Source: an optimization exercise on an open RTL-to-GDS flow (aim: small area, a short achievable clock period and few clock cycles). Production flows keep margins and buffers that such runs may drop.
Function was checked by simulation only, so behaviour that the tests miss may differ from the original.
Power is estimated from default activity; no workload was simulated.

## design.v

```verilog
module bat_ms (
    input  wire        clk,
    input  wire        rst,
    input  wire        start,
    input  wire [1:0]  cfg_nsrc_m1,
    input  wire [15:0] cfg_bits_in_m1,           
    input  wire [15:0] cfg_in_align_repeat,      
    input  wire [15:0] cfg_in_align_bits_m1,     
    input  wire [3:0]  cfg_out_align_repeat,
    input  wire [3:0]  cfg_out_align_bits_m1,
    input  wire [15:0] cfg_repeat,
    input  wire [3:0]  in_valid,
    input  wire [3:0]  in_eod,
    input  wire [31:0] in_data,
    output wire [3:0]  in_ready,
    output wire        out_valid,
    output wire [7:0]  out_data,
    input  wire        out_ready,
    output wire        busy,
    output reg         ended_eod
);
    localparam [1:0] S_IDLE = 2'd0,
                     S_RUN  = 2'd1,
                     S_SKIP = 2'd2,
                     S_END  = 2'd3;
    reg [1:0]  state;
    reg [1:0]  nsrc_m1;
    reg [3:0]  bm1   [0:3];       
    reg [3:0]  in_n  [0:3];       
    reg [3:0]  in_pu [0:3];       
    reg [3:0]  out_m;             
    reg [3:0]  out_pu;            
    reg [15:0] rep_left;
    reg        rep_en;
    reg        rep_last;          
    reg [1:0]  src;
    reg        lst;               
    reg [3:0]  in_cd [0:3];
    reg        sd    [0:3];       
    reg [3:0]  out_cd;
    reg        od;                
    reg [3:0]  skip_left;
    reg [6:0]  acc   [0:3];
    reg [4:0]  ad    [0:3];
    reg        part;
    reg [7:0]  hold;
    reg        s_v;
    reg        s_free;
    reg [15:0] s_bits;
    reg [5:0]  s_lim;
    reg        s_pad;
    reg [31:0] em;
    reg [5:0]  em_n;
    reg [2:0]  pp;                
    reg [3:0]  pk;                
    reg [1:0]  poi;               
    reg [5:0]  pr;                
    integer i;
    wire        flushing = (state == S_END) && !s_v;
    assign out_valid = (em_n[5:3] != 3'd0) || (flushing && em_n[2:0] != 3'd0);
    assign out_data  = em[31:24];
    wire        fire     = out_valid && out_ready;
    wire        s_take   = s_v && (em_n <= s_lim);
    wire [31:0] s_ins    = {s_bits, 16'd0} >> em_n[4:0];
    wire [5:0]  s_add    = 6'd32 - s_lim + (s_pad ? {2'b0, out_pu} : 6'd0);
    wire [5:0]  em_a     = em_n + (s_take ? s_add : 6'd0);
    wire [5:0]  em_f     = em_a - 6'd8;
    wire [5:0]  em_n_nx  = !fire ? em_a : (em_n[5:3] != 3'd0) ? em_f : 6'd0;
    wire        done_now = flushing && (em_n == 6'd0 || (em_n <= 6'd8 && out_ready));
    wire [3:0]  c_bm1   = bm1[src];
    wire [3:0]  c_n     = in_n[src];
    wire [3:0]  c_cd    = in_cd[src];
    wire [3:0]  c_pad   = in_pu[src];
    wire [6:0]  c_a7    = acc[src];
    wire [4:0]  c_ad    = ad[src];
    wire [2:0]  c_a3    = c_ad[2:0] + c_bm1[2:0] + 3'd1;
    wire        c_sd    = sd[src];
    wire        c_valid = in_valid[src];
    wire        c_eod   = in_eod[src];
    wire [7:0]  c_data  = in_data[8*src +: 8];
    wire        opaddue  = lst && od;
    wire        pad_ok   = (!c_sd || (pp > {1'b0, src})) && (!opaddue || (pp == 3'd5));
    wire        need     = part || c_ad[4];
    wire        run_go   = (state == S_RUN) && s_free && pad_ok;
    wire        run_rdy  = run_go && need;
    wire        skip_rdy = (state == S_SKIP) && s_free;
    assign in_ready = (run_rdy || skip_rdy) ? (4'b0001 << src) : 4'b0000;
    wire        take     = (run_rdy || skip_rdy) && c_valid;
    wire        take_eod = take && c_eod;
    wire        take_dat = take && !c_eod;
    wire [14:0] c_acc    = {c_a7, part ? hold : {1'b0, c_a7}};
    wire [3:0]  c_an     = {part, c_a3};
    wire [22:0] x_bits   = {c_acc, c_data};
    wire [37:0] x_sh     = {x_bits, 15'd0} >> c_an;
    wire [15:0] s_mask   = ~(16'h7fff >> c_bm1);
    wire [15:0] smp      = x_sh[22:7] & s_mask;
    wire [2:0]  left     = c_ad[2:0];
    wire        one_ok   = c_ad[3];
    wire        issue    = run_go && (!need || (take_dat && (part || one_ok)));
    wire        partial  = run_go && need && !part && !one_ok && take_dat;
    wire        skip_in  = c_sd && (c_pad > {1'b0, left});
    wire [2:0]  a_new    = left - (c_sd ? c_pad[2:0] : 3'd0);
    wire [2:0]  a_skip   = 3'd0 - skip_left[2:0];
    wire [4:0]  nbm1     = ~{1'b0, c_bm1};
    wire        skip_done = skip_rdy && take_dat && (skip_left <= 4'd8);
    wire        step_done = (issue && !skip_in) || skip_done;
    wire        win_end   = step_done && lst;
    wire        rep_end   = win_end && rep_last;
    wire        pp_src   = (pp[2] == 1'b0);
    wire [1:0]  ppi      = pp[1:0];
    wire [3:0]  pu_xm1   = bm1[pp_src ? ppi : poi];
    wire [3:0]  pu_y     = pp_src ? in_n[ppi] : out_m;
    wire [3:0]  pu_um1   = pp_src ? in_pu[ppi] : out_pu;
    wire        pu_need  = pp_src ? ((ppi <= nsrc_m1) && (pu_y != 4'd0)) : (pu_y != 4'd0);
    wire [5:0]  pr_one   = pr + (pr[5] ? {2'b00, pu_um1} : {2'b11, ~pu_xm1}) + {5'd0, pr[5]};
    wire [5:0]  pr_next  = pr_one + (pr_one[5] ? {2'b00, pu_um1} + 6'd1 : 6'd0);
    assign busy = (state != S_IDLE);
    always @(posedge clk) begin
        if (rst) begin
            state     <= S_IDLE;
            ended_eod <= 1'b0;
            s_v       <= 1'b0;
            s_free    <= 1'b1;
            em_n      <= 6'd0;
            em        <= 32'd0;
        end else begin
            if (s_take)
                em <= fire ? ((em | s_ins) << 8) : (em | s_ins);
            else if (fire)
                em <= em << 8;
            em_n <= em_n_nx;
            if (s_free) begin
                s_v    <= issue || (skip_done && opaddue);
                s_bits <= (state == S_RUN) ? smp : 16'd0;
                s_lim  <= (state == S_RUN) ? 6'd31 - {2'b0, c_bm1} : 6'd32;
                s_pad  <= opaddue && ((state != S_RUN) || !skip_in);
                s_free <= !(issue || (skip_done && opaddue)) ||
                          (em_n_nx <= ((state == S_RUN) ? 6'd31 - {2'b0, c_bm1} : 6'd32));
            end else begin
                s_free <= (em_n_nx <= {1'b0, s_lim});
            end
            if (state != S_IDLE && pp != 3'd5) begin
                if (!pu_need) begin
                    pp  <= pp + 3'd1;
                end else if (pr[5] || pk != pu_y) begin
                    pr <= pr_next;
                    if (!pr[5]) begin
                        if (pp_src || poi == nsrc_m1) begin
                            pk  <= pk + 4'd1;
                            poi <= 2'd0;
                        end else begin
                            poi <= poi + 2'd1;
                        end
                    end
                end else begin
                    if (pp_src)
                        in_pu[ppi] <= pr[3:0];
                    else
                        out_pu <= pr[3:0];
                    pp <= pp + 3'd1;
                    pk <= 4'd0;
                    pr <= 6'd0;
                end
            end
            if (take)
                hold <= c_data;
            case (state)
            S_IDLE: begin
                if (start) begin
                    nsrc_m1 <= cfg_nsrc_m1;
                    for (i = 0; i < 4; i = i + 1) begin
                        bm1[i]   <= cfg_bits_in_m1[4*i +: 4];
                        in_n[i]  <= cfg_in_align_repeat[4*i +: 4];
                        in_cd[i] <= cfg_in_align_repeat[4*i +: 4];
                        sd[i]    <= (cfg_in_align_repeat[4*i +: 4] == 4'd1);
                        in_pu[i] <= cfg_in_align_bits_m1[4*i +: 4];
                        ad[i]    <= ~{1'b0, cfg_bits_in_m1[4*i +: 4]};
                    end
                    out_m    <= cfg_out_align_repeat;
                    out_cd   <= cfg_out_align_repeat;
                    od       <= (cfg_out_align_repeat == 4'd1);
                    out_pu   <= cfg_out_align_bits_m1;
                    rep_left <= cfg_repeat;
                    rep_en   <= (cfg_repeat != 16'd0);
                    rep_last <= (cfg_repeat == 16'd1);
                    src      <= 2'd0;
                    lst      <= (cfg_nsrc_m1 == 2'd0);
                    pp       <= 3'd0;
                    pk       <= 4'd0;
                    poi      <= 2'd0;
                    pr       <= 6'd0;
                    part     <= 1'b0;
                    em       <= 32'd0;
                    state    <= S_RUN;
                end
            end
            S_RUN: begin
                if (take_eod) begin
                    ended_eod <= 1'b1;
                    state     <= S_END;
                end else if (issue) begin
                    part <= 1'b0;
                    if (take)
                        acc[src] <= c_data[6:0];
                    if (skip_in) begin
                        ad[src]    <= nbm1;
                        skip_left  <= c_pad - {1'b0, left};
                        state      <= S_SKIP;
                    end else begin
                        ad[src]    <= {2'b0, a_new} + nbm1;
                    end
                    if (c_n != 4'd0) begin
                        in_cd[src] <= c_sd ? c_n : c_cd - 4'd1;
                        sd[src]    <= c_sd ? (c_n == 4'd1) : (c_cd == 4'd2);
                    end
                end else if (partial) begin
                    part <= 1'b1;
                end
            end
            S_SKIP: begin
                if (take_eod) begin
                    ended_eod <= 1'b1;
                    state     <= S_END;
                end else if (take_dat) begin
                    acc[src] <= c_data[6:0];
                    if (skip_done) begin
                        ad[src]    <= {2'b0, a_skip} + nbm1;
                        state      <= S_RUN;
                    end else begin
                        skip_left <= skip_left - 4'd8;
                    end
                end
            end
            S_END: begin
                if (done_now)
                    state <= S_IDLE;
            end
            endcase
            if (step_done) begin
                if (lst) begin
                    src <= 2'd0;
                    lst <= (nsrc_m1 == 2'd0);
                    if (out_m != 4'd0) begin
                        out_cd <= od ? out_m : out_cd - 4'd1;
                        od     <= od ? (out_m == 4'd1) : (out_cd == 4'd2);
                    end
                    if (rep_en) begin
                        rep_left <= rep_left - 16'd1;
                        rep_last <= (rep_left == 16'd2);
                    end
                end else begin
                    src <= src + 2'd1;
                    lst <= (src + 2'd1 == nsrc_m1);
                end
            end
            if (rep_end) begin
                ended_eod <= 1'b0;
                state     <= S_END;
            end
        end
    end
endmodule
```

## run.sh

```bash
#!/bin/bash
# synth_recipe.tcl (not shown) runs the flow's synth.tcl, then flattens the netlist and writes it again
# the make line also repeats each setting of config.mk as NAME=value (left out here)
make -C /OpenROAD-flow-scripts/flow DESIGN_CONFIG=/design/flow/config.mk WORK_HOME=/design/flow/orfs CLKGATE_MAP_FILE= SYNTH_SCRIPT=/design/flow/synth_recipe.tcl finish
```

## config.mk

```make
export PLATFORM = sky130hd
export DESIGN_NAME = bat_ms
export DESIGN_NICKNAME = bat_ms
export VERILOG_FILES = /design/flow/design.v
export SDC_FILE = /design/flow/constraint.sdc
export NUM_CORES = 4
export LEC_CHECK = 0
export CAP_MARGIN = 20
export CORE_MARGIN = 2
export CORE_UTILIZATION = 40
export PLACE_DENSITY = 0.6
export SETUP_SLACK_MARGIN = 5
export SLEW_MARGIN = 20
```

## constraint.sdc

```tcl
create_clock -name core_clock -period 10.0 [get_ports {clk}]
set_input_delay 2.0000 -clock core_clock [delete_from_list [all_inputs] [get_ports {clk}]]
set_output_delay 2.0000 -clock core_clock [all_outputs]
set_load 0.01 [all_outputs]
```

==> results of run 1 <==
flip-flops by register name (all words and copies together), names as in the netlist, 6 cells and up, named ones only:
signal,count
in_n,16
rep_left,16
ad,20
em,32
hold,8
in_cd,16
em_n,6
in_pu,16
s_bits,16
pr,6
bm1,16
acc,28
s_lim,6
metal layers:
| metal | wire, um | part of all wire | vias to the layer above |
|---|---|---|---|
| li1 | - | - | 5972 |
| met3 | 1840 | 0.041 | 85 |
| met2 | 21700 | 0.48 | 360 |
| met4 | 1580 | 0.035 | 0 |
| met5 | 0 | 0 | - |
| met1 | 19700 | 0.44 | 6207 |
synth_stat cells, types with 4 or more instances:
master / instances / area share
o21ai_0: 84 / 0.026
clkbuf_1: 55 / 0.013
nor2_1: 121 / 0.028
or4b_2: 4 / 0.0025
o211ai_1: 12 / 0.0056
nand3_1: 28 / 0.0087
o2bb2ai_1: 4 / 0.0022
nand2b_1: 5 / 0.0019
and3_1: 17 / 0.0066
ha_1: 75 / 0.058
a22oi_1: 6 / 0.0028
buf_4: 10 / 0.0046
dfxtp_1: 50 / 0.062
a21o_1: 37 / 0.017
inv_2: 4 / 0.00093
mux2_2: 40 / 0.028
nand2_1: 145 / 0.034
nor2b_1: 15 / 0.0058
mux4_2: 48 / 0.067
xnor2_1: 22 / 0.012
a222oi_1: 9 / 0.0056
a22o_1: 7 / 0.0038
nor3b_1: 7 / 0.0032
edfxtp_1: 200 / 0.37
a31oi_1: 17 / 0.0066
and2_1: 28 / 0.011
nor3_1: 34 / 0.011
a21oi_1: 101 / 0.031
nor4_1: 8 / 0.0031
fa_1: 10 / 0.012
a211oi_1: 33 / 0.015
o21a_1: 4 / 0.0019
a211o_1: 5 / 0.0027
o22ai_1: 18 / 0.0070
nor4b_1: 4 / 0.0022
o21ai_1: 6 / 0.0019
xor2_1: 20 / 0.011
mux2i_1: 76 / 0.047
o31ai_1: 4 / 0.0019
buf_1: 10 / 0.0023
or2_2: 5 / 0.0019
or3_1: 12 / 0.0046
buf_2: 9 / 0.0028
inv_1: 71 / 0.016
critical path: stages, from the launching register on:
cell and delay (ns):
dfxtp_2 0.46, nor3_1 0.75, o21ai_1 0.46, clkdlybuf4s50_1 0.60
area by class of cell:
class / count / area, um^2 / share of cell area
Clock buffer: 36 / 782 / 0.0409
Clock inverter: 15 / 221 / 0.0116
Inverter: 77 / 289 / 0.0151
Multi-Input combinational cell: 1125 / 8570 / 0.448
Sequential cell: 250 / 7020 / 0.367
Tap cell: 525 / 657 / 0.0344
Timing Repair Buffer: 158 / 1580 / 0.0826
final timing paths:
path | start | endpoint | slack (ns) | cells after the start
worst min-delay path | em[3] | em[3] | 0.46 | 2
worst min register to register | em[3] | em[3] | 0.46 | 2
worst max register to register | s_lim[4] | s_free | 5.26 | 21
worst max-delay path | em_n[3] | out_valid | 5.16 | 3
cells in the final DEF (no fill, tap or decap), drive strengths merged, types with 6 or more instances in the layout:
master         netlist  routed
a211oi              34      34
a21o                37      37
a21oi              102     102
a222oi               9       9
a22o                 7       7
a22oi                6       6
a31oi               19      19
and2                28      28
and3                17      17
buf                 31      25
clkbuf              55      36
clkdlybuf4s50        0     128
clkinv               2       8
dfxtp               50      50
edfxtp             200     200
fa                  10      10
ha                  75      75
inv                 75      77
mux2                40      40
mux2i               76      76
mux4                49      49
nand2              146     146
nand2b               6       6
nand3               30      30
nor2               121     121
nor2b               15      15
nor3                34      34
nor3b                7       7
nor4                 9       9
o211ai              12      12
o21ai               91      91
o22ai               19      19
or2                  6       6
or3                 12      12
xnor2               22      22
xor2                20      20
through the flow:
step | power, uW | instances
after floorplan | 3100 | 1538
after global placement | 3640 | 2122
after detailed placement | 3690 | 2123
after CTS | 4860 | 2185
after global routing | 5170 | 2186
final | 4860 | 2186
power by group:
group | internal [uW] | total, uW | switching (uW)
clock | 682 | 1130 | 444
sequential | 1340 | 1480 | 138
combinational | 946 | 2250 | 1300
total | 2970 | 4860 | 1880
repair_timing:
| item | 4_1_cts | 5_1_grt |
|---|---|---|
| hold buffers | 0 | 0 |
| endpoints found under the setup margin | 23 | 8 |
| setup buffers | 10 | 1 |
| cloned | 1 | 0 |
| gates resized for setup | 19 | 13 |
logic make-up after synthesis:
group | after synthesis | synth area share
XOR/XNOR | 42 | 0.0227
AO/OA/AOI/OAI | 385 | 0.157
adder cells (fa/ha/maj) | 85 | 0.0704
AND/OR/NAND/NOR | 448 | 0.131
buffers and inverters | 163 | 0.0418
multiplexers | 165 | 0.143
flip-flops | 250 | 0.433
==> metrics.md, run 1 <==
| Metric | Value |
|---|---|
| CTS tree | built |
| Measured slew at the worst slew-check pin | 1.18 ns |
| Synth unique cells | 80 |
| Fmax | 207 MHz |
| Required time of the critical path | 8.00 ns |
| Final setup TNS | 0 ns |
| Met1 GRT Util | 0.283 |
| Final Setup Violations | 0 |
| Fill cell count | 3713 |
| Vias in the first global route | 12600 |
| Slew HR | 0.202 |
| Crit path launch type | flip-flop |
| CTS clk-pin slew, worst paths | 0.06 ns |
| Worst EP arrival | 2.84 ns |
| Clk_skew | 0.0216 ns |
| WL final | 44.8 mm |
| Ys Warns | 3 |
| Clock Tree Buf Depth | 3 |
| Crit end category | output port |
| Max-cap viol count | 0 |
| First-pass GRT wire length | 70.4 mm |
| Core Rows | 73 |
| Maximum vdd drop | 0.000139 V |
| Later-pin clock latency in the skew report | 0.58 ns |
| Async SR Flop Fraction | 0 |
| Die extent in y | 205 um |
| Vias | 12600 |
| Pre-CTS setup slack | 4.67 ns |
| Area after DPL | 17900 um^2 |
| Ys flop type | edfxtp_1 |
| Antenna violations before repair | 0 |
| GRT Total Usage | 0.214 |
| Fin worst setup slack | 5.16 ns |
| Power density cells | 254 nW/um^2 |
| Drt via density | 5.77 |
| N_diodes | 0 |
| Router iterations before antenna repair | 6 |
| Largest net degree at the start of global routing | 48 |
| Post-synthesis sequential area ratio | 0.433 |
| Layout cells sized above 1 | 0.126 |
| Remaining DRCs | 0 |
| CTS H-tree depth | 1 |
| Fin crit share | 0.484 |
| Slew Viols, Final | 0 |
| Worst hold slack | 0.459 ns |
| Final Critical Period | 4.84 ns |
| CTS root buf | clkbuf_16 |
| Routed Antenna Nets | 0 |
| Met3 Use GR | 0.0235 |
| Status | timing/DRC/antenna clean |
| Core Util, Final | 0.480 |
| Port-buffer cells | 132 |
| GP Congestion | 0.867 |
| Synth Register Bits | 250 |
| Leak | 0.00727 uW |
| Die Area | 42100 um^2 |
| Met2 Track Usage GR | 0.364 |
| Total grt overflow | 0 |
| Synth Instances | 1538 |
| Number of enable flip-flop cells after synthesis | 200 |
| Layer with the highest usage | met2 |
| Nets | 1844 |
| TritonCTS buffer count | 29 |
| CTS sink cnt | 250 |
| Syn Std Cell Area | 16200 um^2 |
| CP Class | reg2out |
| Top Ports | 133 |
| Fin area | 19100 um^2 |
| Routed wire per std cell | 20.5 um |
| Syn Area/Cell | 10.5 um^2 |
| RSZ-0062 raised after global routing | yes |
| Initial Utilization | 0.406 |
| P&R area growth vs syn | 18.2% |
| HPWL Detailed | 33.6 mm |
| Final hold vios | 0 |
| CORE AREA | 39800 um^2 |
| DRT iter0 DRCs | 1049 |
| Critical Path Fanout Max | 23 |
| Hold Path Class | reg2reg |
| Die W | 205 um |
| Post-Syn Nets | 1741 |
Testbench counts, summed over its fixed seeds: cycles 48,584.
==> run 2: changes to the inputs <==
==> flow/run.sh (new file) <==
#!/bin/bash
set -euo pipefail
MARGIN=6.5
sed "s|^make -C |make SETUP_SLACK_MARGIN=${MARGIN} -C |" standard.sh > standard_margin.sh
bash standard_margin.sh > standard_margin.log 2>&1
==> standard.sh (new file) <==
#!/bin/bash
# synth_recipe.tcl (not shown) runs the flow's synth.tcl, then flattens the netlist and writes it again
# the make line also repeats each setting of config.mk as NAME=value (left out here)
make -C /OpenROAD-flow-scripts/flow DESIGN_CONFIG=/design/flow/config.mk WORK_HOME=/design/flow/orfs CLKGATE_MAP_FILE= SYNTH_SCRIPT=/design/flow/synth_recipe.tcl "${@:-finish}"
--- a/config.mk
+++ b/config.mk
@@ -10,4 +10,3 @@
 export CORE_UTILIZATION = 40
 export PLACE_DENSITY = 0.6
-export SETUP_SLACK_MARGIN = 5
 export SLEW_MARGIN = 20
removed: run.sh
==> run 2 against run 1 <==
Effect of this change: still clean on timing, DRC and antenna; synthesized area did not move; first-iteration DRC count rose by 8.4%; clock power fell by 7%; maximum frequency rose by 10%; hold slack got worse by 0.0050 ns; cell count rose by 7.1%; clock skew rose by 0.0023 ns; largest power group unchanged.
==> metrics.md, run 2 <==
| Metric | Value |
|---|---|
| Max-cap viol count | 0 |
| Die W | 205 um |
| WL final | 50.2 mm |
| Internal power | 3470 uW |
| Synth unique cells | 80 |
| Required time of the critical path | 8.00 ns |
| Crit path launch type | flip-flop |
| Final Setup Violations | 0 |
| Net Sw Power | 2260 uW |
| Post-Syn Nets | 1741 |
| First-pass GRT wire length | 76.2 mm |
| Maximum vdd drop | 0.000151 V |
| Port-buffer cells | 132 |
| Antenna violations before repair | 0 |
| Syn Std Cell Area | 16200 um^2 |
| Clk_skew | 0.0239 ns |
| Synth Instances | 1538 |
| Initial Utilization | 0.406 |
| CTS tree | built |
| Top reg by flops | em |
| Critical Path Fanout Max | 6 |
| Core Rows | 73 |
| Most common cell in the netlist | edfxtp_1 |
| Dpl cells | 2123 |
| Top Ports | 133 |
| Largest net degree at the start of global routing | 37 |
| Commonest cells after routing, fill and taps aside | edfxtp_1, nand2_1, nor2_1, clkdlybuf4s50_1, buf_4 |
| Crit end category | output port |
| Commonest non-fill, non-tap cell in the layout | edfxtp_1 |
| Switching Share | 0.394 |
| TritonCTS buffer count | 29 |
| DRT iter0 DRCs | 1137 |
| HPWL Detailed | 33.5 mm |
| CTS sink cnt | 250 |
| Drt via density | 5.84 |
| GP Congestion | 0.887 |
| Die Area | 42100 um^2 |
| Routed Antenna Nets | 0 |
| Worst EP arrival | 2.38 ns |
| Top cells by count, synth | edfxtp_1, nand2_1, nor2_1 |
| Synth Register Bits | 250 |
| Core Util, Final | 0.554 |
| Clock Tree Buf Depth | 3 |
| Cells along the critical path | buf_6, buf_4, ha_4, and2_4, o221ai_2, a31o_4, and2_4, nor2b_4, buf_6 |
| Top cell type's share of synthesized area | 0.371 |
| RSZ-0062 raised after global routing | yes |
| Remaining DRCs | 0 |
| Clk pwr share | 0.184 |
| CTS clk-pin slew, worst paths | 0.07 ns |
| Nets | 1996 |
| Flop-to-flop setup slack | 5.71 ns |
| R2R Path Start | pp[0] |
| Total grt overflow | 0 |
| Routed wire per std cell | 21.5 um |
| Layout cells sized above 1 | 0.306 |
| Largest stage delay, worst path | 0.43 ns |
| Biggest regs | em: 32 flops, acc: 28 flops, ad: 20 flops |
| Fmax | 228 MHz |
| Die extent in y | 205 um |
| Slew HR | 0.335 |
| Worst hold slack | 0.454 ns |
| Area after DPL | 18200 um^2 |
| Post-synthesis sequential area ratio | 0.433 |
| P&R area growth vs syn | 36.4% |
| Slew Viols, Final | 0 |
| Final Critical Period | 4.38 ns |
| N_diodes | 0 |
| Later-pin clock latency in the skew report | 0.58 ns |
| GRT Total Usage | 0.233 |
| Fin area | 22100 um^2 |
| Ys Warns | 3 |
| CORE AREA | 39800 um^2 |
| Worst Hold Depth | 2 |
| CTS H-tree depth | 1 |
| Hold EP | em[1] |
| Slowest CP cell | edfxtp_1 |
| Final hold vios | 0 |
| Syn Area/Cell | 10.5 um^2 |
| Fin crit share | 0.438 |
| Number of enable flip-flop cells after synthesis | 200 |
| CP Class | reg2out |
| Largest area contributor in the netlist | edfxtp_1 |
| Hold Path Origin | em[1] |
| Hold Buf Count CTS | 0 |
| Max FFs per register | 32 |
| Final setup TNS | 0 ns |
| Non-Filler Instances | 2341 |
| R2R cell count | 20 |
| Sequential share of power | 0.259 |
| Async SR Flop Fraction | 0 |
| Comb pwr share | 0.557 |
| Hold Path Class | reg2reg |
| Measured slew at the worst slew-check pin | 0.994 ns |
| Vias in the first global route | 13500 |
| Status | timing/DRC/antenna clean |
| Critical path origin | pp[0] |
| Vias | 13700 |
| Power density cells | 260 nW/um^2 |
| Ys flop type | edfxtp_1 |
| Router iterations before antenna repair | 5 |
| CTS root buf | clkbuf_16 |
| R2r endpoint | pr[5] |
| Main area contributors after synthesis | edfxtp_1, mux4_2, dfxtp_1, ha_1, mux2i_1 |
| Leak | 0.00846 uW |
-- run 2: cell counts after synthesis --
Identical to the previous run, type by type.
-- run 2: how the worst max path moves through the flow --
stage                        endpoint  slack, ns  depth (start not counted)
final                     in_ready[1]       5.62                          9
after CTS                 in_ready[1]       5.61                          7
after global placement    in_cd[2][1]       4.80                          9
after floorplan           in_cd[1][0]       5.61                          9
after global routing      in_ready[1]       5.57                          8
after detailed placement       s_free       4.72                         21
-- run 2: routing by layer --
layer  global-route usage  share of wire
met1                0.299           0.41
met2                0.394           0.49
met3               0.0396          0.062
met4               0.0886          0.038
met5                    0              0
-- run 2: what timing repair did --
item,4_1_cts,5_1_grt
buffers inserted,112,39
resized for setup,283,117
pin swaps,71,60
endpoints found under the setup margin,278,223
gates cloned,11,2
-- run 2: critical path: cells and delay by family (launching register included) --
family | cells | cell delay (ns)
and+or+nand+nor | 3 | 0.49
buffers and inverters | 3 | 0.40
DFF | 1 | 0.43
AOI/OAI and AO/OA | 2 | 0.30
adders and majority gates | 1 | 0.17
-- run 2: logic make-up (layout without fill, tap and decap cells) --
logic type | count (synthesis) | after routing | synth area share
AND/OR/NAND/NOR | 448 | 449 | 0.131
AO/OA/AOI/OAI | 385 | 385 | 0.157
flip-flops | 250 | 250 | 0.433
multiplexers | 165 | 165 | 0.143
buffers and inverters | 163 | 439 | 0.0418
adder cells (fa/ha/maj) | 85 | 85 | 0.0704
XOR/XNOR | 42 | 43 | 0.0227
-- run 2: stage by stage --
step | total power [uW] | worst slack, ns
floorplan | 3260 | 5.61
global placement | 3760 | 4.80
detailed placement | 3780 | 4.72
CTS | 5450 | 5.61
global route | 6050 | 5.57
finish | 5730 | 5.62
-- run 2: power groups by stage --
| stage | Clock [uW] | Combinational (uW) | Sequential (uW) |
|---|---|---|---|
| global route | 1110 | 3450 | 1500 |
| global placement | 0 | 2260 | 1500 |
| detailed placement | 0 | 2280 | 1500 |
| finish | 1050 | 3190 | 1480 |
| CTS | 1070 | 2900 | 1480 |
| floorplan | 0 | 1830 | 1440 |
-- run 2: layout make-up --
type	instances	area, um^2
fill	3340	17800
multi-input combinational	1127	9870
sequential	250	7040
timing repair buffer	306	3170
clock buffer	44	885
tap	525	657
inverter	77	352
clock inverter	10	65.1
timing repair inverter	2	21.3
==> run 3: changes to the inputs <==
==> flow/run.sh (replaced) <==
#!/bin/bash
set -euo pipefail
MARGIN=5.5
sed "s|^make -C |make SETUP_SLACK_MARGIN=${MARGIN} -C |" standard.sh > standard_margin.sh
bash standard_margin.sh > standard_margin.log 2>&1
==> run 3 against run 2 <==
Effect of this change: still clean on timing, DRC and antenna; synthesized cell count stayed put; maximum frequency fell by 3.4%; clock power barely moved; sequential power is essentially flat; routed wire length is 6.7% lower; sequential share of layout area increased by 3.8 points; register-to-register slack got worse by 0.18 ns; flip-flop and latch count unchanged; first-iteration DRC count is 5.5% lower; cell count down 4.5%; critical path type unchanged; critical endpoint is now in_ready[3]; largest power group unchanged; highest routed layer unchanged.
==> metrics.md, run 3 <==
| Metric | Value |
|---|---|
| Clock Tree Buf Depth | 3 |
| Slew Viols, Final | 0 |
| Largest net degree at the start of global routing | 49 |
| Post-Syn Nets | 1741 |
| Slew HR | 0.261 |
| Crit path max-delay family | buffers and inverters |
| Synth unique cells | 80 |
| Top Ports | 133 |
| Critical Path Fanout Max | 7 |
| Crit path launch type | flip-flop |
| Main area contributors after synthesis | edfxtp_1, mux4_2, dfxtp_1, ha_1, mux2i_1 |
| Fmax | 220 MHz |
| Layer with the highest usage | met2 |
| Die W | 205 um |
| WL final | 46.9 mm |
| Total grt overflow | 0 |
| Fin worst setup slack | 5.46 ns |
| CTS root buf | clkbuf_16 |
| Vias | 13000 |
| Leak | 0.00743 uW |
| Fin crit share | 0.454 |
| Number of enable flip-flop cells after synthesis | 200 |
| GRT Total Usage | 0.218 |
| Routed wire per std cell | 21.0 um |
| Die extent in y | 205 um |
| RSZ-0062 raised after global routing | yes |
| Layout cells sized above 1 | 0.182 |
| Async SR Flop Fraction | 0 |
| Initial Utilization | 0.406 |
| Core Rows | 73 |
| Ys Warns | 3 |
| Commonest cells after routing, fill and taps aside | edfxtp_1, nand2_1, clkdlybuf4s50_1 |
| Pre-CTS setup slack | 4.42 ns |
| Most common cell in the netlist | edfxtp_1 |
| Worst EP arrival | 2.54 ns |
| CTS sink cnt | 250 |
| DRT iter0 DRCs | 1074 |
| Hold Path Class | reg2reg |
| Cells along the critical path | buf_4, inv_4, ha_1, nand2_1, o21ai_2, a31o_4, and2_4, buf_4, nor2b_2, buf_2 |
| Later-pin clock latency in the skew report | 0.58 ns |
| Largest area contributor in the netlist | edfxtp_1 |
| Clk_skew | 0.0142 ns |
| Final setup TNS | 0 ns |
| TritonCTS buffer count | 29 |
| Port-buffer cells | 132 |
| Top reg by flops | em |
| Drt via density | 5.80 |
| Nets | 1893 |
| Final Setup Violations | 0 |
| CTS H-tree depth | 1 |
| Met3 Use GR | 0.0385 |
| Met2 Track Usage GR | 0.376 |
| GP Congestion | 0.893 |
| Final hold vios | 0 |
| Antenna violations before repair | 0 |
| Die Area | 42100 um^2 |
| Max-cap viol count | 0 |
| Max FFs per register | 32 |
| Remaining DRCs | 0 |
| Top cell type's share of synthesized area | 0.371 |
| Syn Std Cell Area | 16200 um^2 |
| Required time of the critical path | 8.00 ns |
| Most Frequent Cell on Critical Path | buf_4 |
| CP Class | reg2out |
| Router iterations before antenna repair | 8 |
| Power density cells | 257 nW/um^2 |
| Synth Instances | 1538 |
| Met1 GRT Util | 0.278 |
| CTS clk-pin slew, worst paths | 0.06 ns |
| Synth Register Bits | 250 |
| Maximum vdd drop | 0.000153 V |
| Routed Antenna Nets | 0 |
| Measured slew at the worst slew-check pin | 1.10 ns |
| Largest stage delay, worst path | 0.44 ns |
| Ys flop type | edfxtp_1 |
| Biggest regs | em: 32 flops, acc: 28 flops, ad: 20 flops |
| Status | timing/DRC/antenna clean |
| HPWL Detailed | 34.1 mm |
| Final Critical Period | 4.54 ns |
| CTS tree | built |
| Post-synthesis sequential area ratio | 0.433 |
| Vias in the first global route | 12700 |
| Crit end category | output port |
| Commonest non-fill, non-tap cell in the layout | edfxtp_1 |
| Slowest CP cell | edfxtp_1 |
| N_diodes | 0 |
| Syn Area/Cell | 10.5 um^2 |
| Fin area | 19700 um^2 |
| P&R area growth vs syn | 21.7% |
| First-pass GRT wire length | 71.2 mm |
| Area after DPL | 17900 um^2 |
| Top cells by count, synth | edfxtp_1, nand2_1, nor2_1 |
| CORE AREA | 39800 um^2 |
| WP buf/inv | 4 |
run 3: cell counts after synthesis:
No cell type changed its count.
run 3: report_power, final:
| part | switching [uW] | internal, uW | total [uW] |
|---|---|---|---|
| sequential | 137 | 1340 | 1480 |
| clock | 448 | 585 | 1030 |
| combinational | 1430 | 1130 | 2550 |
| total | 2010 | 3060 | 5070 |
run 3: worst paths after layout:
path / from / endpoint / slack [ns] / depth (start not counted)
setup / recovery: pp[0] / in_ready[3] / 5.46 / 10
hold / removal: em[2] / em[2] / 0.45 / 2
setup reg to reg: pp[0] / pr[5] / 5.53 / 20
hold reg to reg: em[2] / em[2] / 0.45 / 2
run 3: routing by layer:
layer,routed length [um],up-vias,share of wire
met2,23300,463,0.50
met3,2820,101,0.060
met1,19200,6314,0.41
li1,-,6083,-
met4,1540,0,0.033
met5,0,-,0
run 3: logic make-up (layout without fill, tap and decap cells):
group / after synthesis / count (layout) / synth area share
and+or+nand+nor: 448 / 448 / 0.131
AOI/OAI and AO/OA: 385 / 385 / 0.157
DFF: 250 / 250 / 0.433
muxes: 165 / 165 / 0.143
buffers and inverters: 163 / 335 / 0.0418
adders and majority gates: 85 / 85 / 0.0704
xor gates and xnor gates: 42 / 42 / 0.0227
run 3: timing repair:
| action | in CTS | in global routing |
|---|---|---|
| gates resized for setup | 54 | 74 |
| hold buffers | 0 | 0 |
| gates cloned | 1 | 1 |
| setup endpoints to repair | 137 | 130 |
| pin swaps | 2 | 25 |
| setup buffers | 22 | 37 |
run 3: per-stage QoR:
| step | utilization | instances | power [uW] | hold slack, ns |
|---|---|---|---|---|
| 6_report | 0.494 | 2235 | 5070 | 0.452 |
| 3_5_place_dp | 0.449 | 2123 | 3680 | 0.441 |
| 4_1_cts | 0.481 | 2197 | 4800 | 0.456 |
| 5_1_grt | 0.494 | 2235 | 5390 | 0.478 |
| 3_3_place_gp | 0.449 | 2123 | 3630 | 0.438 |
| 2_1_floorplan | - | 1538 | 3110 | 0.424 |
run 3: final cells by class:
cell class,instances,area (um^2)
timing repair buffer,207,1980
multi-input combinational,1125,8800
fill,3615,20100
sequential,250,7030
inverter,77,303
tap,525,657
clock inverter,19,178
clock buffer,32,737
run 3: worst reg2reg max path, stage by stage, from the launching register on:
cell      delay, ns
edfxtp_1       0.44
buf_4          0.16
buf_4          0.14
mux2i_4        0.19
buf_6          0.14
buf_4          0.10
mux4_2         0.56
mux2i_2        0.22
ha_1           0.30
a21o_1         0.22
a21o_1         0.20
a21o_4         0.24
nor2_4         0.12
ha_1           0.24
a21o_1         0.19
a21oi_2        0.16
o21bai_1       0.09
a21oi_2        0.13
xor2_1         0.20
nand3_1        0.13
a21oi_2        0.16
==> run 4: changes to the inputs <==
==> flow/run.sh (replaced) <==
#!/bin/bash
set -euo pipefail
MARGIN=6
sed "s|^make -C |make SETUP_SLACK_MARGIN=${MARGIN} -C |" standard.sh > standard_margin.sh
bash standard_margin.sh > standard_margin.log 2>&1
==> run 4 against run 3 <==
Effect of this change: still clean on timing, DRC and antenna; synthesized cell count did not move; clock power is 4% higher; clock skew increased by 0.011 ns; synthesized area stayed put; count of clock-buffer cells in the layout is 7 higher; combinational power is 11% higher; cell count grew 2.4%; largest power group unchanged.
==> metrics.md, run 4 <==
| Metric | Value |
|---|---|
| Status | timing/DRC/antenna clean |
| Non-Filler Instances | 2289 |
| P&R area growth vs syn | 27.7% |
| Synth Area in XOR/XNOR | 0.0227 |
| Post-Syn Nets | 1741 |
| Syn Std Cell Area | 16200 um^2 |
| Drt via density | 5.77 |
| Max layer used | met4 |
| Fmax | 228 MHz |
| Largest net degree at the start of global routing | 49 |
| Critical Path Fanout Max | 5 |
| RSZ-0062 raised after global routing | yes |
| Synth Instances | 1538 |
| Total grt overflow | 0 |
| Commonest non-fill, non-tap cell in the layout | edfxtp_1 |
| Slew Viols, Final | 0 |
| Top Ports | 133 |
| TritonCTS buffer count | 29 |
| CTS tree | built |
| Leak | 0.00790 uW |
| CTS root buf | clkbuf_16 |
| Post-synthesis sequential area ratio | 0.433 |
| Maximum vdd drop | 0.000203 V |
| Required time of the critical path | 8.00 ns |
| Post-synthesis mux area share | 0.143 |
| Nets | 1947 |
| CORE AREA | 39800 um^2 |
| Vias in the first global route | 13100 |
| Clk_skew | 0.0250 ns |
| First-pass GRT wire length | 73.0 mm |
| Worst hold slack | 0.454 ns |
| Ys Warns | 3 |
| DR WL met3 | 2.18 mm |
| Commonest cells after routing, fill and taps aside | edfxtp_1, nand2_1, clkdlybuf4s50_1 |
| N_diodes | 0 |
| Die W | 205 um |
| Die extent in y | 205 um |
| Final Setup Violations | 0 |
| Number of enable flip-flop cells after synthesis | 200 |
| Max FFs per register | 32 |
| Worst EP arrival | 2.38 ns |
| Die Area | 42100 um^2 |
| Hold Path Class | reg2reg |
| Fill cell count | 3603 |
| Top reg by flops | em |
| CTS clk-pin slew, worst paths | 0.06 ns |
| Core Rows | 73 |
| Post-synthesis compound-gate area fraction | 0.157 |
| Crit end category | output port |
| Fin crit share | 0.438 |
| Final setup TNS | 0 ns |
| Main area contributors after synthesis | edfxtp_1, mux4_2, dfxtp_1, ha_1, mux2i_1 |
| Synth unique cells | 80 |
| Remaining DRCs | 0 |
| Worst Hold Depth | 2 |
| Routed Antenna Nets | 0 |
| Later-pin clock latency in the skew report | 0.57 ns |
| Synth Area in Simple Gates | 0.131 |
| Vias | 13200 |
| Largest area contributor in the netlist | edfxtp_1 |
| Layout cells sized above 1 | 0.238 |
| CTS sink cnt | 250 |
| Clk pwr share | 0.199 |
| Total Power | 5380 uW |
| Max-cap viol count | 0 |
| HPWL Detailed | 33.4 mm |
| CTS H-tree depth | 1 |
| Measured slew at the worst slew-check pin | 0.797 ns |
| Final Critical Period | 4.38 ns |
| Clock Tree Buf Depth | 3 |
| Comb pwr share | 0.527 |
| Final hold vios | 0 |
| CP Class | reg2out |
| Top cells by count, synth | edfxtp_1, nand2_1, nor2_1 |
| Slew HR | 0.467 |
| Synth Register Bits | 250 |
| Router iterations before antenna repair | 6 |
| Top cell type's share of synthesized area | 0.371 |
| Syn Area/Cell | 10.5 um^2 |
| Ys flop type | edfxtp_1 |
| Async SR Flop Fraction | 0 |
| GRT Total Usage | 0.221 |
| Switching Share | 0.389 |
| Storage cell area | 7040 um^2 |
| Net Sw Power | 2090 uW |
| Dpl cells | 2123 |
| Most common cell in the netlist | edfxtp_1 |
| Internal power | 3290 uW |
| DRT iter0 DRCs | 1122 |
| WL final | 47.4 mm |
| Routed length on met2 | 23.8 mm |
| Largest family of logic cells by synthesized area | compound AO/OA/AOI/OAI gates |
| Multi-input gate area | 9210 um^2 |
| Antenna violations before repair | 0 |
| WL met1 | 20.1 mm |
| GP Congestion | 0.875 |
| Crit path launch type | flip-flop |
| Adder-Cell Fraction of Synth Area | 0.0704 |
| Power density cells | 261 nW/um^2 |
| Routed wire per std cell | 20.7 um |
| Biggest regs | em: 32 flops, acc: 28 flops, ad: 20 flops |
| Sequential share of power | 0.274 |
| Port-buffer cells | 132 |
| Initial Utilization | 0.406 |
| R2R cell count | 19 |
## run 4: worst paths after layout
path / startpoint / end / slack, ns
min: em[2] / em[2] / 0.45
max reg2reg: pp[0] / pr[5] / 5.71
min reg2reg: em[2] / em[2] / 0.45
max: flip-flop / in_ready[1] / 5.62
## run 4: area by class of cell
| type | count | area share |
|---|---|---|
| well taps | 525 | 0.0318 |
| flip-flops and latches | 250 | 0.341 |
| multi-input cells | 1125 | 0.446 |
| clock buffers | 39 | 0.0390 |
| inverters | 77 | 0.0153 |
| clock inverters | 12 | 0.00739 |
| repair buffers | 261 | 0.120 |
## run 4: per-stage QoR
stage           util  setup WS, ns  area, um^2
5_1_grt        0.519          5.53       20600
2_1_floorplan      -          5.61       16300
3_5_place_dp   0.451          4.30       18000
4_1_cts        0.502          5.63       20000
3_3_place_gp   0.451          4.43       18000
6_report       0.519          5.62       20600
## run 4: layer usage
layer,GRT usage,up-vias
met5,0,-
met4,0.0614,0
met3,0.0226,93
met2,0.390,404
met1,0.288,6499
li1,-,6208
## run 4: logic make-up after synthesis
kind of cell               Yosys count
buffers and inverters              163
and+or+nand+nor                    448
adders and majority gates           85
muxes                              165
DFF                                250
AOI/OAI and AO/OA                  385
xor gates and xnor gates            42
## run 4: power groups by stage
stage	Clock, uW	Sequential (uW)	Combinational (uW)
5_1_grt	1130	1490	3090
3_5_place_dp	0	1510	2220
4_1_cts	1090	1470	2600
6_report	1070	1470	2840
3_3_place_gp	0	1500	2180
2_1_floorplan	0	1440	1720
## run 4: timing repair
item / 4_1_cts / 5_1_grt
resized for setup: 164 / 68
gates cloned: 2 / 0
endpoints found under the setup margin: 245 / 135
pin swaps: 50 / 42
endpoints found under the hold margin: 0 / 0
buffers inserted: 70 / 43
hold buffers: 0 / 0
## run 4: worst max-delay path, cell delays in order, from the launching register on
cell     delay (ns)
dfxtp_4        0.36
buf_12         0.11
mux4_2         0.58
a31o_4         0.29
and2_4         0.21
nor2b_4        0.12
buf_2          0.13
==> run 5: changes to the inputs <==
--- a/config.mk
+++ b/config.mk
@@ -8,5 +8,5 @@
 export CAP_MARGIN = 20
 export CORE_MARGIN = 2
-export CORE_UTILIZATION = 40
-export PLACE_DENSITY = 0.6
+export CORE_UTILIZATION = 65
+export PLACE_DENSITY = 0.8
 export SLEW_MARGIN = 20
==> run 5 against run 4 <==
Effect of this change: synthesized cell count stayed put; cell count is 9.0% lower; register-to-register slack worse by 0.05 ns; core utilization is 31 points higher; hold slack better by 0.0021 ns; critical path depth stayed put; largest power group unchanged; synthesized area stayed put; critical path type unchanged; global-route usage is 14 points higher; first-iteration DRC count is 65% higher; clock skew is 0.011 ns higher; clock power hardly changed; sequential share of layout area is 0.69 points higher.
==> metrics.md, run 5 <==
| Metric | Value |
|---|---|
| Maximum vdd drop | 0.000191 V |
| GP Congestion | 0.987 |
| Worst hold slack | 0.456 ns |
| Clock Tree Buf Depth | 3 |
| Post-synthesis sequential area ratio | 0.433 |
| Flop-to-flop setup slack | 5.66 ns |
| Final setup TNS | 0 ns |
| R2R Path Start | pp[2] |
| Hold Path Origin | em[5] |
| Total Power | 5420 uW |
| Final hold vios | 0 |
| Drt via density | 6.83 |
| CTS sink cnt | 250 |
| Vias | 14200 |
| Top cells by count, synth | edfxtp_1, nand2_1, nor2_1 |
| Remaining DRCs | 0 |
| Top cell type's share of synthesized area | 0.371 |
| Initial Utilization | 0.663 |
| WP buf/inv | 2 |
| Critical Path Fanout Max | 9 |
| Main area contributors after synthesis | edfxtp_1, mux4_2, dfxtp_1, ha_1, mux2i_1 |
| TritonCTS buffer count | 28 |
| P&R area growth vs syn | 25.0% |
| Power density cells | 268 nW/um^2 |
| Antenna violations before repair | 0 |
| Later-pin clock latency in the skew report | 0.58 ns |
| Router iterations before antenna repair | 8 |
| Most common cell in the netlist | edfxtp_1 |
| Commonest non-fill, non-tap cell in the layout | edfxtp_1 |
| Routed wire per std cell | 24.0 um |
| Slowest CP cell | ha_1 |
| Clk_skew | 0.0357 ns |
| Final Critical Period | 4.43 ns |
| Largest area contributor in the netlist | edfxtp_1 |
| Core Rows | 57 |
| Dpl cells | 1920 |
| Total grt overflow | 0 |
| Die extent in y | 162 um |
| Worst Hold Depth | 2 |
| Hold Path Class | reg2reg |
| GRT Total Usage | 0.362 |
| Crit end category | output port |
| Non-Filler Instances | 2082 |
| Biggest regs | em: 32 flops, acc: 28 flops, ad: 20 flops |
| Die W | 162 um |
| Synth Instances | 1538 |
| Top reg by flops | em |
| Max FFs per register | 32 |
| CORE AREA | 24400 um^2 |
| Ys flop type | edfxtp_1 |
| CP Class | reg2out |
| Port-buffer cells | 132 |
| Status | timing/DRC/antenna clean |
| Fill cell count | 1367 |
| Commonest cells after routing, fill and taps aside | edfxtp_1, nand2_1, clkdlybuf4s50_1 |
| CTS tree | built |
| Worst EP arrival | 2.43 ns |
| DRT iter0 DRCs | 1853 |
| First-pass GRT wire length | 74.4 mm |
| Routed Antenna Nets | 0 |
| Die Area | 26200 um^2 |
| Leak | 0.00783 uW |
| Crit path max-delay family | simple AND/OR/NAND/NOR gates |
| Syn Std Cell Area | 16200 um^2 |
| Ys Warns | 3 |
| Nets | 1939 |
| Final Setup Violations | 0 |
| Crit path launch type | flip-flop |
| Storage cell area | 7030 um^2 |
| Slew Viols, Final | 0 |
| HPWL Detailed | 32.5 mm |
| Crit path depth | 6 |
| Async SR Flop Fraction | 0 |
| Largest stage delay, worst path | 0.45 ns |
| Fin crit share | 0.443 |
| Layer with the highest usage | met2 |
| Slew HR | 0.289 |
| Synth unique cells | 80 |
| Met2 Track Usage GR | 0.620 |
| Layout cells sized above 1 | 0.236 |
| Post-Syn Nets | 1741 |
| WL final | 50.1 mm |
| Required time of the critical path | 8.00 ns |
| Fin area | 20200 um^2 |
| CTS H-tree depth | 1 |
| Hold EP | em[5] |
| Vias in the first global route | 13700 |
| Measured slew at the worst slew-check pin | 1.06 ns |
| Area after DPL | 17700 um^2 |
| Met1 GRT Util | 0.465 |
| Fmax | 226 MHz |
| RSZ-0062 raised after global routing | yes |
| Max-cap viol count | 0 |
| Met3 Use GR | 0.0475 |
| Cells along the critical path | inv_1, ha_1, nand2_1, and2_4, nor2_2, buf_2 |
| CTS root buf | clkbuf_16 |
| CTS clk-pin slew, worst paths | 0.06 ns |
| Top Ports | 133 |
| Synth Register Bits | 250 |
| R2r endpoint | pr[5] |
| Number of enable flip-flop cells after synthesis | 200 |
| Syn Area/Cell | 10.5 um^2 |
| R2R cell count | 20 |
| Largest net degree at the start of global routing | 58 |
| N_diodes | 0 |
| Multi-input gate area | 9170 um^2 |
-- run 5: what timing repair did --
action                     in CTS  in global routing
hold buffers                    0                  0
cloned                          0                  1
setup buffers                  75                 34
gates resized for setup       158                 67
pin swaps                      41                 36
setup endpoints to repair     253                155
-- run 5: worst max-delay path by stage --
stage	start	end	slack, ns
floorplan	in_eod[3]	in_cd[1][0]	5.61
global placement	rst	in_pu[2][3]	4.68
detailed placement	rst	in_pu[2][3]	4.60
CTS	flip-flop	in_ready[3]	5.68
global route	pp[1]	in_ready[3]	5.52
finish	state[0]	in_ready[0]	5.57
-- run 5: worst register-to-register path, cell delays in order, from the launching register on --
cell	delay (ns)
edfxtp_1	0.38
buf_6	0.15
mux2i_4	0.24
buf_12	0.14
buf_12	0.10
mux4_2	0.57
mux2i_2	0.21
ha_1	0.27
a21o_1	0.16
a21o_1	0.19
a21o_1	0.19
a21o_4	0.25
nor2_4	0.10
ha_1	0.23
a21o_1	0.17
a21oi_2	0.15
o21bai_1	0.09
a21oi_2	0.16
xor2_1	0.20
nand3_1	0.10
a21oi_1	0.14
-- run 5: per-stage QoR --
stage / util / setup WS, ns
floorplan: - / 5.61
global placement: 0.726 / 4.68
detailed placement: 0.726 / 4.60
CTS: 0.805 / 5.68
global route: 0.829 / 5.52
finish: 0.829 / 5.57
-- run 5: power breakdown --
group	internal, uW	total [uW]	switching, uW
registers	1340	1490	141
logic	1250	2850	1600
clock network	639	1080	443
total	3230	5420	2180
-- run 5: logic make-up after synthesis --
logic type / synth area share
XOR/XNOR: 0.0227
AND/OR/NAND/NOR: 0.131
adder cells (fa/ha/maj): 0.0704
AO/OA/AOI/OAI: 0.157
buffers and inverters: 0.0418
flip-flops: 0.433
multiplexers: 0.143
-- run 5: layer usage --
metal	vias up	part of all wire
met1	6790	0.36
met5	-	0
met3	235	0.10
li1	6186	-
met4	0	0.058
met2	1007	0.48
-- run 5: final cells by class --
cell class / count / area share
clock buffers: 35 / 0.0371
clock inverters: 17 / 0.0107
inverters: 77 / 0.0158
multi-input cells: 1125 / 0.453
flip-flops and latches: 250 / 0.348
well taps: 324 / 0.0200
repair buffers: 254 / 0.115
==> run 6: changes to the inputs <==
==> flow/run.sh (replaced) <==
#!/bin/bash
set -euo pipefail
MARGIN=6
sed "s|^make -C |make SETUP_SLACK_MARGIN=${MARGIN} 'BUFFER_PORTS_ARGS=-buffer_cell sky130_fd_sc_hd__buf_2' -C |" standard.sh > standard_margin.sh
bash standard_margin.sh > standard_margin.log 2>&1
--- a/config.mk
+++ b/config.mk
@@ -8,5 +8,5 @@
 export CAP_MARGIN = 20
 export CORE_MARGIN = 2
-export CORE_UTILIZATION = 65
-export PLACE_DENSITY = 0.8
+export CORE_UTILIZATION = 40
+export PLACE_DENSITY = 0.6
 export SLEW_MARGIN = 20
==> run 6 against run 5 <==
Effect of this change: flip-flop and latch count unchanged; routed wire length decreased by 8.3%; clock power decreased by 9.9%; still clean on timing, DRC and antenna; core utilization decreased by 34 points; sequential share of layout area increased by 1.3 points; non-clock buffer count decreased by 23; hold slack got worse by 0.0018 ns; maximum frequency increased by 1.4%.
==> metrics.md, run 6 <==
| Metric | Value |
|---|---|
| Port-buffer cells | 132 |
| Status | timing/DRC/antenna clean |
| Slew HR | 0.331 |
| Main area contributors after synthesis | edfxtp_1, mux4_2, dfxtp_1, ha_1, mux2i_1 |
| Post-synthesis sequential area ratio | 0.433 |
| Leak | 0.00766 uW |
| Final Critical Period | 4.37 ns |
| Required time of the critical path | 8.00 ns |
| Later-pin clock latency in the skew report | 0.57 ns |
| Slew Viols, Final | 0 |
| Flop-to-flop setup slack | 5.74 ns |
| CTS clk-pin slew, worst paths | 0.06 ns |
| P&R area growth vs syn | 20.7% |
| Synth Register Bits | 250 |
| Final setup TNS | 0 ns |
| CTS root buf | clkbuf_16 |
| Layout cells sized above 1 | 0.286 |
| Synth Instances | 1538 |
| Commonest cells after routing, fill and taps aside | edfxtp_1, nand2_1, buf_2 |
| Worst hold slack | 0.454 ns |
| Hold EP | em[5] |
| Worst EP arrival | 2.37 ns |
| Clk_skew | 0.0124 ns |
| Max-cap viol count | 0 |
| Final Setup Violations | 0 |
| N_diodes | 0 |
| CORE AREA | 39800 um^2 |
| Hold Buf Count CTS | 0 |
| Fin area | 19500 um^2 |
| Largest area contributor in the netlist | edfxtp_1 |
| Commonest non-fill, non-tap cell in the layout | edfxtp_1 |
| CTS tree | built |
| Core Rows | 73 |
| Clk pwr share | 0.192 |
| Router iterations before antenna repair | 5 |
| Die Area | 42100 um^2 |
| Number of enable flip-flop cells after synthesis | 200 |
| Crit path launch type | flip-flop |
| First-pass GRT wire length | 71.2 mm |
| Die W | 205 um |
| Drt via density | 5.76 |
| CP Class | reg2out |
| Vias in the first global route | 12700 |
| Syn Area/Cell | 10.5 um^2 |
| CTS sink cnt | 250 |
| Hold Path Origin | em[5] |
| Biggest regs | em: 32 flops, acc: 28 flops, ad: 20 flops |
| Nets | 1916 |
| Storage cell area | 7030 um^2 |
| Multi-input gate area | 9110 um^2 |
| Top cell type's share of synthesized area | 0.371 |
| Comb pwr share | 0.516 |
| Top cells by count, synth | edfxtp_1, nand2_1, nor2_1 |
| Net Sw Power | 2020 uW |
| R2R Path Start | pp[0] |
| Ys Warns | 3 |
| Switching Share | 0.398 |
| Total grt overflow | 0 |
| Top Ports | 133 |
| Crit end category | output port |
| Routed Antenna Nets | 0 |
| CTS H-tree depth | 1 |
| RSZ-0062 raised after global routing | yes |
| Critical Path Fanout Max | 5 |
| Top reg by flops | em |
| Antenna violations before repair | 0 |
| Vias | 13000 |
| Routed wire per std cell | 20.3 um |
| Measured slew at the worst slew-check pin | 1.00 ns |
| Non-Filler Instances | 2260 |
| R2R cell count | 18 |
| Synth unique cells | 80 |
| WL final | 45.9 mm |
| Initial Utilization | 0.406 |
| Syn Std Cell Area | 16200 um^2 |
| R2r endpoint | pr[5] |
| Worst Hold Depth | 2 |
| TritonCTS buffer count | 28 |
| Remaining DRCs | 0 |
| Dpl cells | 2120 |
| Fin crit share | 0.437 |
| Post-Syn Nets | 1741 |
| Sequential share of power | 0.292 |
| Max FFs per register | 32 |
| Power density cells | 260 nW/um^2 |
| Async SR Flop Fraction | 0 |
| Area after DPL | 17300 um^2 |
| Fmax | 229 MHz |
| HPWL Detailed | 33.1 mm |
| Clock Tree Buf Depth | 3 |
| Hold Path Class | reg2reg |
| GRT Total Usage | 0.216 |
| GP Congestion | 0.916 |
| Final hold vios | 0 |
| Internal power | 3050 uW |
| Largest net degree at the start of global routing | 63 |
| DRT iter0 DRCs | 972 |
| Maximum vdd drop | 0.000172 V |
| Fill cell count | 3640 |
| Most common cell in the netlist | edfxtp_1 |
| Die extent in y | 205 um |
| Ys flop type | edfxtp_1 |
==> run 6: cell count changes in the layout (fill, tap and decap cells not counted), sizes merged, moves of 2 or more <==
cell / delta
dlygate4sd2: -7
clkdlybuf4s50: -117
clkinv: -2
clkbuf: +6
buf: +100
bufinv: -3
==> run 6: power by group through the flow <==
stage / logic (uW) / registers (uW) / clock network, uW
final: 2620 / 1480 / 973
after global routing: 2880 / 1500 / 1040
after CTS: 2430 / 1470 / 990
after detailed placement: 2170 / 1510 / 0
after global placement: 2140 / 1510 / 0
after floorplan: 1720 / 1440 / 0
==> run 6: through the flow <==
stage	power [uW]	setup slack, ns	utilization
3_3_place_gp	3640	4.78	0.434
2_1_floorplan	3160	5.61	-
6_report	5070	5.63	0.490
4_1_cts	4890	5.64	0.476
5_1_grt	5410	5.55	0.490
3_5_place_dp	3680	4.71	0.434
==> run 6: area by class of cell <==
class	instances	area share
clock buffers	41	0.0384
flip-flops and latches	250	0.360
multi-input cells	1125	0.467
well taps	525	0.0336
repair buffers	231	0.0799
clock inverters	11	0.00519
inverters	77	0.0161
==> run 6: layer usage <==
layer  global-route usage  part of all wire  vias up  routed length [um]
met5                    0                 0        -                   0
met4               0.0660             0.034        0                1580
met3               0.0274             0.052       80                2390
met2                0.364              0.48      432               22200
met1                0.291              0.43     6375               19700
li1                     -                 -     6140                   -
==> run 6: critical path, stage by stage (launching register included) <==
cell and delay, ns:
dfxtp_4 0.39, buf_12 0.11, mux4_2 0.55, o221ai_2 0.19, a31o_2 0.14, and2_4 0.21, nor2b_2 0.06, buf_2 0.13
==> run 6: logic make-up (layout without fill, tap and decap cells) <==
kind of cell,after synthesis,after routing,share of synthesized area
buf+inv,163,360,0.0418
compound gates,385,385,0.157
flops,250,250,0.433
mux,165,165,0.143
fa+ha+maj,85,85,0.0704
simple gates,448,448,0.131
xor+xnor,42,42,0.0227
==> run 6: timing repair <==
| action | CTS | global route |
|---|---|---|
| gates cloned | 1 | 1 |
| hold endpoints to repair | 0 | 0 |
| buffers inserted | 59 | 27 |
| setup endpoints to repair | 210 | 128 |
| gates resized for setup | 102 | 69 |
| pin swaps | 43 | 30 |
==> run 6: worst max path at each step <==
| stage | endpoint | depth (start not counted) | slack, ns | start |
|---|---|---|---|---|
| detailed placement | sd[0] | 6 | 4.71 | rst |
| global placement | s_bits[11] | 14 | 4.78 | src[1] |
| global route | pr[5] | 18 | 5.55 | pp[0] |
| CTS | in_ready[2] | 7 | 5.64 | flip-flop |
| floorplan | in_cd[1][0] | 9 | 5.61 | in_eod[3] |
| finish | in_ready[3] | 7 | 5.63 | flip-flop |
==> run 7: changes to the inputs <==
==> flow/run.sh (replaced) <==
#!/bin/bash
set -euo pipefail
MARGIN=6
sed "s|^make -C |make SETUP_SLACK_MARGIN=${MARGIN} 'BUFFER_PORTS_ARGS=-buffer_cell sky130_fd_sc_hd__buf_1' -C |" standard.sh > standard_margin.sh
bash standard_margin.sh > standard_margin.log 2>&1
==> run 7 against run 6 <==
Effect of this change: non-clock buffer count is 6 higher; flip-flop and latch count is the same; highest routed layer unchanged; synthesized area unchanged; die area is the same; count of clock-buffer cells in the layout increased by 1; first-iteration DRC count is 24% higher.
==> metrics.md, run 7 <==
| Metric | Value |
|---|---|
| Main area contributors after synthesis | edfxtp_1, mux4_2, dfxtp_1, ha_1, mux2i_1 |
| P&R area growth vs syn | 20.5% |
| Nets | 1923 |
| Multi-input gate area | 9070 um^2 |
| Fin area | 19500 um^2 |
| CTS tree | built |
| Remaining DRCs | 0 |
| Layout cells sized above 1 | 0.219 |
| Slew HR | 0.521 |
| Final hold vios | 0 |
| Synth unique cells | 80 |
| Crit path launch type | flip-flop |
| CP Class | reg2out |
| Flop-to-flop setup slack | 5.69 ns |
| GP Congestion | 0.892 |
| Leak | 0.00735 uW |
| Post-synthesis sequential area ratio | 0.433 |
| HPWL Detailed | 34.0 mm |
| First-pass GRT wire length | 73.1 mm |
| Clock Tree Buf Depth | 3 |
| Maximum vdd drop | 0.000208 V |
| Drt via density | 5.80 |
| Hold EP | em[3] |
| Biggest regs | em: 32 flops, acc: 28 flops, ad: 20 flops |
| Antenna violations before repair | 0 |
| Vias | 13200 |
| Measured slew at the worst slew-check pin | 0.699 ns |
| Max layer used | met4 |
| Async SR Flop Fraction | 0 |
| Top Ports | 133 |
| CTS clk-pin slew, worst paths | 0.06 ns |
| Initial Utilization | 0.406 |
| Total grt overflow | 0 |
| Synth Register Bits | 250 |
| Slew Viols, Final | 0 |
| DR WL met3 | 2.18 mm |
| Final setup TNS | 0 ns |
| Final Critical Period | 4.41 ns |
| Ys Warns | 3 |
| Die extent in y | 205 um |
| TritonCTS buffer count | 29 |
| Vias in the first global route | 13000 |
| Top reg by flops | em |
| CORE AREA | 39800 um^2 |
| Largest net degree at the start of global routing | 49 |
| Routed length on met2 | 23.2 mm |
| Die Area | 42100 um^2 |
| Synth Instances | 1538 |
| Number of enable flip-flop cells after synthesis | 200 |
| Top cell type's share of synthesized area | 0.371 |
| Routed Antenna Nets | 0 |
| Syn Std Cell Area | 16200 um^2 |
| Router iterations before antenna repair | 5 |
| Ys flop type | edfxtp_1 |
| R2r endpoint | pr[5] |
| Power density cells | 270 nW/um^2 |
| Hold Buf Count CTS | 0 |
| Status | timing/DRC/antenna clean |
| Hold Path Origin | em[3] |
| Routed wire per std cell | 20.9 um |
| Later-pin clock latency in the skew report | 0.59 ns |
| CTS root buf | clkbuf_16 |
| R2R cell count | 16 |
| Largest area contributor in the netlist | edfxtp_1 |
| Max FFs per register | 32 |
| Pre-CTS setup slack | 4.62 ns |
| Fin worst setup slack | 5.59 ns |
| Worst EP arrival | 2.41 ns |
| Commonest non-fill, non-tap cell in the layout | edfxtp_1 |
| Commonest cells after routing, fill and taps aside | edfxtp_1, nand2_1, buf_1 |
| Area after DPL | 17100 um^2 |
| Required time of the critical path | 8.00 ns |
| Clk_skew | 0.0277 ns |
| WL final | 47.3 mm |
| CTS H-tree depth | 1 |
| Fin crit share | 0.441 |
| DRT iter0 DRCs | 1210 |
| R2R Path Start | pp[0] |
| Post-Syn Nets | 1741 |
| Fmax | 227 MHz |
| Die W | 205 um |
| Top cells by count, synth | edfxtp_1, nand2_1, nor2_1 |
| WL met1 | 20.1 mm |
| Max-cap viol count | 0 |
| Port-buffer cells | 132 |
| Final Setup Violations | 0 |
| Fill cell count | 3693 |
| Hold Path Class | reg2reg |
| Syn Area/Cell | 10.5 um^2 |
| GRT Total Usage | 0.222 |
| RSZ-0062 raised after global routing | yes |
| Most common cell in the netlist | edfxtp_1 |
| Core Rows | 73 |
| CTS sink cnt | 250 |
| Storage cell area | 7030 um^2 |
| Crit end category | output port |
| Critical Path Fanout Max | 5 |
| Worst Hold Depth | 2 |
| N_diodes | 0 |
run 7: cell counts after synthesis:
Identical to the previous run, type by type.
run 7: power breakdown:
group	internal, uW	leakage, uW	switching (uW)
registers	1340	0.00230	140
clock network	647	0.000485	451
logic	1190	0.00456	1490
total	3180	0.00735	2080
run 7: cells by family after synthesis:
group / Yosys count / share of synthesized area
simple gates: 448 / 0.131
compound gates: 385 / 0.157
flops: 250 / 0.433
mux: 165 / 0.143
buf+inv: 163 / 0.0418
fa+ha+maj: 85 / 0.0704
xor+xnor: 42 / 0.0227
run 7: worst max-delay path by stage:
stage,start,to
5_1_grt,pp[0],pr[4]
3_5_place_dp,src[1],s_bits[11]
2_1_floorplan,in_eod[3],in_cd[1][0]
3_3_place_gp,em_n[1],s_free
4_1_cts,flip-flop,in_ready[0]
6_report,pp[0],in_ready[0]
run 7: timing repair:
action	in CTS	in global routing
hold endpoints to repair	0	0
endpoints found under the setup margin	193	133
gates cloned	1	0
pin swaps	27	34
buffers inserted	60	30
gates resized for setup	98	57
run 7: stage by stage:
| step | hold WS (ns) | util | std cells | power [uW] |
|---|---|---|---|---|
| finish | 0.449 | 0.489 | 2268 | 5260 |
| global route | 0.473 | 0.489 | 2268 | 5580 |
| CTS | 0.454 | 0.476 | 2237 | 4960 |
| detailed placement | 0.441 | 0.430 | 2122 | 3690 |
| global placement | 0.437 | 0.430 | 2122 | 3630 |
| floorplan | 0.424 | - | 1538 | 3160 |
run 7: final cells by class:
cell class	instances	share of cell area
timing repair buffer	237	0.0733
tap	525	0.0337
clock buffer	42	0.0439
sequential	250	0.361
multi-input combinational	1125	0.466
inverter	77	0.0161
clock inverter	12	0.00681
run 7: routing by layer:
metal,vias up,track usage
li1,6159,-
met1,6473,0.289
met2,426,0.380
met3,94,0.0242
met4,0,0.0866
met5,-,0
run 7: worst max-delay path, stage by stage (launching register included):
cell,delay (ns)
edfxtp_1,0.48
buf_4,0.19
buf_4,0.14
ha_4,0.15
and2_4,0.14
o221ai_2,0.14
a31o_2,0.15
and2_4,0.24
nor2_4,0.05
buf_2,0.14

## static timing again, ports no longer ideal
No port has a modelled driver above. Below, the same layouts with a new extraction and two added sets of constraints. Step 1, drivers: a clkbuf_16 drives clk and a buf_2 each remaining input, both assumed. Step 2, shift: input delay + t, output delay - t, t = (earliest + latest rising clock arrival at the registers) / 2. This alone moves slack from input paths to output paths. Slacks: ideal / step 1 / step 2; pairs: ideal / step 1.
run	shift t [ns]	setup slack, ns	worst setup path after step 2	worst data-port slew with drivers (ns)	cell pins on the clock port's net
run 1	0.626	5.161 / 5.107 / 4.633	input to register	0.06	1
run 2	0.624	5.618 / 5.560 / 5.306	input to register	0.06	1
run 3	0.621	5.463 / 5.409 / 4.916	input to register	0.07	1
run 4	0.615	5.620 / 5.565 / 5.312	input to register	0.07	1
run 5	0.613	5.571 / 5.518 / 5.366	input to register	0.06	1
run 6	0.613	5.631 / 5.580 / 5.329	input to register	0.07	1
run 7	0.635	5.590 / 5.536 / 5.286	input to register	0.06	1
After both steps setup and hold are still met in every run listed. For run 3, which loses most, drivers alone change the setup slack by -0.054 ns; drivers and shift together by -0.547 ns.
